This is an optimization exercise on Yosys and OpenROAD, whose aim is small area, a short achievable clock period and few clock cycles per item, not a production implementation. In this exercise RTL edits were held to simulation tests only and were not proved equivalent to the original. Power figures rest on the tool's default switching activity, not on a simulated workload.

## indigo
## fnv1a_wide
module fnv1a_wide #(
    parameter integer N = 1024               
) (
    input  wire        clk,
    input  wire        rst,                  
    input  wire        cmd_valid,
    output wire        cmd_ready,
    input  wire [15:0] cmd_word,
    output reg         rsp_valid,
    input  wire        rsp_ready,
    output reg  [1:0]  rsp_status,
    output reg  [31:0] rsp_data
);
    localparam [511:0] OB_A = 512'h4B29FC4223FDADA16C3BF34EDA3674DA9A21D90000000000000000000004C6D7EB6E73802734510A555F256CC005AE556BDE8CC9C6A93B21AFF4B16C71EE90B3;
    localparam [511:0] OB_B = 512'h0000000000000000005F7A76758ECC4D32E56D5A591028B700000000000000000000000000000000000000000000000000000000000000000000000000000000;
    reg  [511:0] acc_lo, acc_hi;
    reg  [5:0]   pend_lo, pend_hi;           
    reg  [2:0]   c_s1, c_s3, c12;            
    reg  [7:0]   sh8;                        
    reg          ph;                         
    reg          rdy;                        
    reg          rd_wait;                    
    reg          rst_q;                      
    reg          go;                         
    reg          abs_wait;                   
    reg          step2;                      
    reg          init2;                      
    reg  [7:0]   b;                          
    reg          f_abs, f_init;              
    reg  [4:0]   idx_q;                      
    reg  [1:0]   bsel_q;                     
    reg          byte_q;                     
    reg          rd_shift;                   
    assign cmd_ready = rdy;
    wire [3:0] op  = cmd_word[15:12];
    wire [3:0] rsv = cmd_word[11:8];
    wire [7:0] arg = cmd_word[7:0];
  ...
For scale: about 6,700 cells after synthesis, ~1,100 flip-flops, about 56 I/O pins, about 91,000 um^2 of cells after synthesis.
Settings: LEC_CHECK=0, CAP_MARGIN=30, CORE_MARGIN=2, CORE_UTILIZATION=50, CTS_BUF_LIST=sky130_fd_sc_hd__clkbuf_8, CTS_CLUSTER_DIAMETER=60, CTS_CLUSTER_SIZE=10, PLACE_DENSITY=0.62, SLEW_MARGIN=20, SYNTH_HIERARCHICAL=1; clock period 180.0 ns.
run.sh (not shown) runs the stock make flow with config.mk's settings and CLKGATE_MAP_FILE= SYNTH_SCRIPT=/design/flow/synth_recipe.tcl, a recipe that flattens the netlist after the stock synthesis.
The final layout from indigo, which completed every stage, passed the timing, design-rule and antenna checks at the end of the flow.
Testbench counts of indigo, summed over its fixed seeds: cycles 70,312, commands 35,156.
The inputs of xenon differ from those of indigo as listed below.
--- a/flow/design.v
+++ b/flow/design.v
@@ -16,12 +16,13 @@
     reg  [511:0] acc_lo, acc_hi;
     reg  [5:0]   pend_lo, pend_hi;           
     reg  [2:0]   c_s1, c_s3, c12;            
     reg  [7:0]   sh8;                        
     reg          ph;                         
     reg          rdy;                        
+    reg  [15:0]  pw;                         
     reg          rd_wait;                    
     reg          rst_q;                      
     reg          go;                         
     reg          abs_wait;                   
     reg          step2;                      
     reg          init2;                      
@@ -29,15 +30,15 @@
     reg          f_abs, f_init;              
     reg  [4:0]   idx_q;                      
     reg  [1:0]   bsel_q;                     
     reg          byte_q;                     
     reg          rd_shift;                   
     assign cmd_ready = rdy;
-    wire [3:0] op  = cmd_word[15:12];
-    wire [3:0] rsv = cmd_word[11:8];
-    wire [7:0] arg = cmd_word[7:0];
+    wire [3:0] op  = pw[15:12];
+    wire [3:0] rsv = pw[11:8];
+    wire [7:0] arg = pw[7:0];
     wire illegal = (op > 4'h5) || (rsv != 4'd0) || ((op == 4'h0 || op == 4'h1) && arg != 8'd0);
     wire range_err = !illegal && ((op == 4'h3 && arg[7]) ||
                                   (op == 4'h4 && arg[7:5] != 3'd0) ||
                                   (op == 4'h5 && arg >= 8'd5));
     wire ok = !illegal && !range_err;
     wire accept = cmd_valid && rdy && !rst;
@@ -59,13 +60,15 @@
         abs_wait  <= !rst && go && f_abs && !ph;
         step2     <= !rst && step1;
         init2     <= !rst && ((go && f_init) || rst_q);
         rsp_valid <= rv_d;
         rd_wait   <= rw_d;
         rd_shift  <= rs_d;
-        rdy       <= !rst && !rv_d && !rw_d && !rs_d && !(go && f_abs && !ph);
+        pw        <= cmd_word;
+        rdy       <= !rst && !rv_d && !rw_d && !rs_d && !(go && f_abs && !ph) &&
+                     cmd_valid && !rdy;
         if (rdy) begin
             b      <= arg;
             f_abs  <= ok && op == 4'h2;
             f_init <= ok && op == 4'h1;
             idx_q  <= (op == 4'h3) ? arg[6:2] : arg[4:0];
             bsel_q <= arg[1:0];
@@ -2891,34 +2894,31 @@
         for (gj = 0; gj < 32; gj = gj + 1) begin : dec
             assign jin[gj] = arg[4:0] == gj;
             assign jw[gj]  = idx_q == gj;
         end
     endgenerate
     wire [31:0] u = (jin & {32{rdy}}) | (jw & {32{rd_wait}});    
-    wire [15:0] sel_dn0, sel_dn1, sel_qn0, sel_qn1;
+    wire [15:0] sel_dn, sel_qn;
     generate
         for (gj = 0; gj < 16; gj = gj + 1) begin : sel
             localparam integer JA = gj < 10 ? gj : gj + 10;
             localparam integer JB = gj < 10 ? gj + 10 : gj + 16;
-            fnv_aoi22 d0 (u[JA], !ph, u[JB], ph, sel_dn0[gj]);
-            fnv_aoi22 d1 (u[JA], !ph, u[JB], ph, sel_dn1[gj]);
-            fnv_aoi22 q0 (u[JA], ph, u[JB], !ph, sel_qn0[gj]);
-            fnv_aoi22 q1 (u[JA], ph, u[JB], !ph, sel_qn1[gj]);
+            assign sel_dn[gj] = !((u[JA] && !ph) || (u[JB] && ph));
+            assign sel_qn[gj] = !((u[JA] && ph) || (u[JB] && !ph));
         end
     endgenerate
     wire [31:0] word_n;                      
     genvar gb, gk;
     generate
         for (gb = 0; gb < 32; gb = gb + 1) begin : rd
             wire [15:0] e;                   
             wire [7:0]  f;
             wire [3:0]  h;
             wire [1:0]  m;
             for (gk = 0; gk < 16; gk = gk + 1) begin : p
-                fnv_oai22 c (acc_hi_d[32*gk + gb], gb < 16 ? sel_dn0[gk] : sel_dn1[gk],
-                             acc_hi[32*gk + gb], gb < 16 ? sel_qn0[gk] : sel_qn1[gk], e[gk]);
+                fnv_oai22 c (acc_hi_d[32*gk + gb], sel_dn[gk], acc_hi[32*gk + gb], sel_qn[gk], e[gk]);
             end
             for (gk = 0; gk < 8; gk = gk + 1) begin : l1
                 fnv_nor2 c (e[2*gk], e[2*gk + 1], f[gk]);
             end
             for (gk = 0; gk < 4; gk = gk + 1) begin : l2
                 fnv_nand2 c (f[2*gk], f[2*gk + 1], h[gk]);
@@ -2929,13 +2929,13 @@
             fnv_nand2 l4 (m[0], m[1], word_n[gb]);
         end
     endgenerate
     wire [2:0] s = arg[2:0];
     wire [31:0] cfg = (s == 3'd0) ? 32'h400 : (s == 3'd1) ? 32'h18D : (s == 3'd2) ? 32'h8 :
                       (s == 3'd3) ? 32'h15 : 32'h20;
-    wire [31:0] other = !ok ? {16'd0, cmd_word} : (op == 4'h5) ? cfg : 32'd0;
+    wire [31:0] other = !ok ? {16'd0, pw} : (op == 4'h5) ? cfg : 32'd0;
     wire        use_word = rdy ? rdl_in : rd_wait;
     wire [31:0] extra = rdy ? other : rd_shift ? {24'd0, rsp_data[8*bsel_q +: 8]} : 32'd0;
     wire [31:0] rsp_d;
     generate
         for (gb = 0; gb < 32; gb = gb + 1) begin : fin
             fnv_oai21 c (word_n[gb], !use_word, !extra[gb], rsp_d[gb]);
@@ -2953,15 +2953,12 @@
     assign co = (a & b) | (c & (a ^ b));
 endmodule
 module fnv_ha (input wire a, input wire b, output wire s, output wire co);
     assign s  = a ^ b;
     assign co = a & b;
 endmodule
-module fnv_aoi22 (input wire a1, input wire a2, input wire b1, input wire b2, output wire y);
-    assign y = !((a1 & a2) | (b1 & b2));
-endmodule
 module fnv_oai22 (input wire a1, input wire a2, input wire b1, input wire b2, output wire y);
     assign y = !((a1 | a2) & (b1 | b2));
 endmodule
 module fnv_oai21 (input wire a1, input wire a2, input wire b1, output wire y);
     assign y = !((a1 | a2) & b1);
 endmodule
==> notes.md <==
Across indigo and xenon, none had a timing, DRC or antenna violation. Delta (xenon minus indigo): aggregate routed wire length moved down; gate count of the mapped netlist neither gained nor lost much. xenon ended with less areal power density over the cells than indigo. Going from indigo to xenon, core area has remained practically unchanged; multi-input combinational cell count dropped 0.45%. Row fraction of final layout cells sized beyond drive strength 1: xenon lower / indigo higher. Comparing sequential portion of the cell area for indigo and xenon, the smaller number came from indigo. Going from indigo to xenon, worst hold slack stayed essentially flat; multi-input logic area now sits lower.
Testbench counts of xenon, summed over its fixed seeds: cycles 70,328, commands 35,156.

* * *

Another version of the RTL of fnv1a_wide (not shown whole).
Size: about 6,700 cells after synthesis, roughly 1,100 flip-flops, about 56 I/O pins.
Design fnv1a_wide, start of the top module:
module fnv1a_wide #(
    parameter integer N = 1024               
) (
    input  wire        clk,
    input  wire        rst,                  
    input  wire        cmd_valid,
    output wire        cmd_ready,
    input  wire [15:0] cmd_word,
    output reg         rsp_valid,
    input  wire        rsp_ready,
    output reg  [1:0]  rsp_status,
    output reg  [31:0] rsp_data
);
Settings: LEC_CHECK=0, CAP_MARGIN=30, CORE_MARGIN=2, CORE_UTILIZATION=50, CTS_BUF_LIST=sky130_fd_sc_hd__clkbuf_8, CTS_CLUSTER_DIAMETER=60, CTS_CLUSTER_SIZE=10, PLACE_DENSITY=0.62, SLEW_MARGIN=20, SYNTH_HIERARCHICAL=1; clock period 180.0 ns.
The starting point completed without violations.
Testbench counts at the start, summed over its fixed seeds: cycles 70,328, commands 35,156.
==> next run, changes <==
--- a/flow/design.v
+++ b/flow/design.v
@@ -28,13 +28,14 @@
     reg          init2;                      
     reg  [7:0]   b;                          
     reg          f_abs, f_init;              
     reg  [4:0]   idx_q;                      
     reg  [1:0]   bsel_q;                     
     reg          byte_q;                     
-    assign cmd_ready = rdy;
+    reg          rdy_o;
+    assign cmd_ready = rdy_o;
     wire [3:0] op  = pw[15:12];
     wire [3:0] rsv = pw[11:8];
     wire [7:0] arg = pw[7:0];
     wire illegal = (op > 4'h5) || (rsv != 4'd0) || ((op == 4'h0 || op == 4'h1) && arg != 8'd0);
     wire range_err = !illegal && ((op == 4'h3 && arg[7]) ||
                                   (op == 4'h4 && arg[7:5] != 3'd0) ||
@@ -60,12 +61,14 @@
         init2     <= !rst && ((go && f_init) || rst_q);
         rsp_valid <= rv_d;
         rd_wait   <= rw_d;
         pw        <= cmd_word;
         rdy       <= !rst && !rv_d && !rw_d && !(go && f_abs && !ph) &&
                      cmd_valid && !rdy;
+        rdy_o     <= !rst && !rv_d && !rw_d && !(go && f_abs && !ph) &&
+                     cmd_valid && !rdy_o;
         if (rdy) begin
             b      <= arg;
             f_abs  <= ok && op == 4'h2;
             f_init <= ok && op == 4'h1;
             idx_q  <= ridx;
             bsel_q <= arg[1:0];
What happened: Utilization is about the same. Combinational power barely changes. Power falls by 0.71%. Final area is about the same. Setup slack got worse by 0.0070 ns. Die area hardly moves. Hold slack is better by 0.0082 ns. Wire length increases by 2.1%. Register-to-register slack gets worse by 0.54 ns. Area after synthesis is about the same.
Testbench counts after the change, summed over its fixed seeds: cycles 70,328, commands 35,156.

==> static timing again, ports no longer ideal <==
The results above use ideal ports. As a check the final layouts listed here were re-extracted and re-timed, cells and wires unchanged.
Step 1 sets driving cells, clkbuf_16 on the clock port and buf_2 on the other inputs (assumed; they add their load-dependent delay and slew).
Step 2 adds t to the input delays and takes it off the output delays; t is the mean of the earliest and latest rising clock arrival at the registers after step 1. Input paths then give back, and output paths get back, about the clock's delay inside the block.
Three values: ideal, step 1, step 2; two values: the first two.
| run | shift t [ns] | slack for setup (ns) | worst setup path after step 2 | slew at the worst register clock pin (ns) | worst data-port slew with drivers (ns) |
|---|---|---|---|---|---|
| indigo | 1.038 | 140.086 / 140.135 / 139.097 | input to register | 0.09 / 0.09 | 0.04 |
| xenon | 1.010 | 141.630 / 141.538 / 142.294 | input to register | 0.09 / 0.09 | 0.05 |
| the first run of note 2 | 1.004 | 142.159 / 142.084 / 142.702 | input to register | 0.09 / 0.09 | 0.03 |
| the second run of note 2 | 1.021 | 142.152 / 142.060 / 142.283 | input to register | 0.08 / 0.08 | 0.04 |
After both steps setup and hold are still met in every run listed. The setup slack of indigo, which loses most, moves by +0.049 ns with the drivers and by -0.989 ns with both steps.
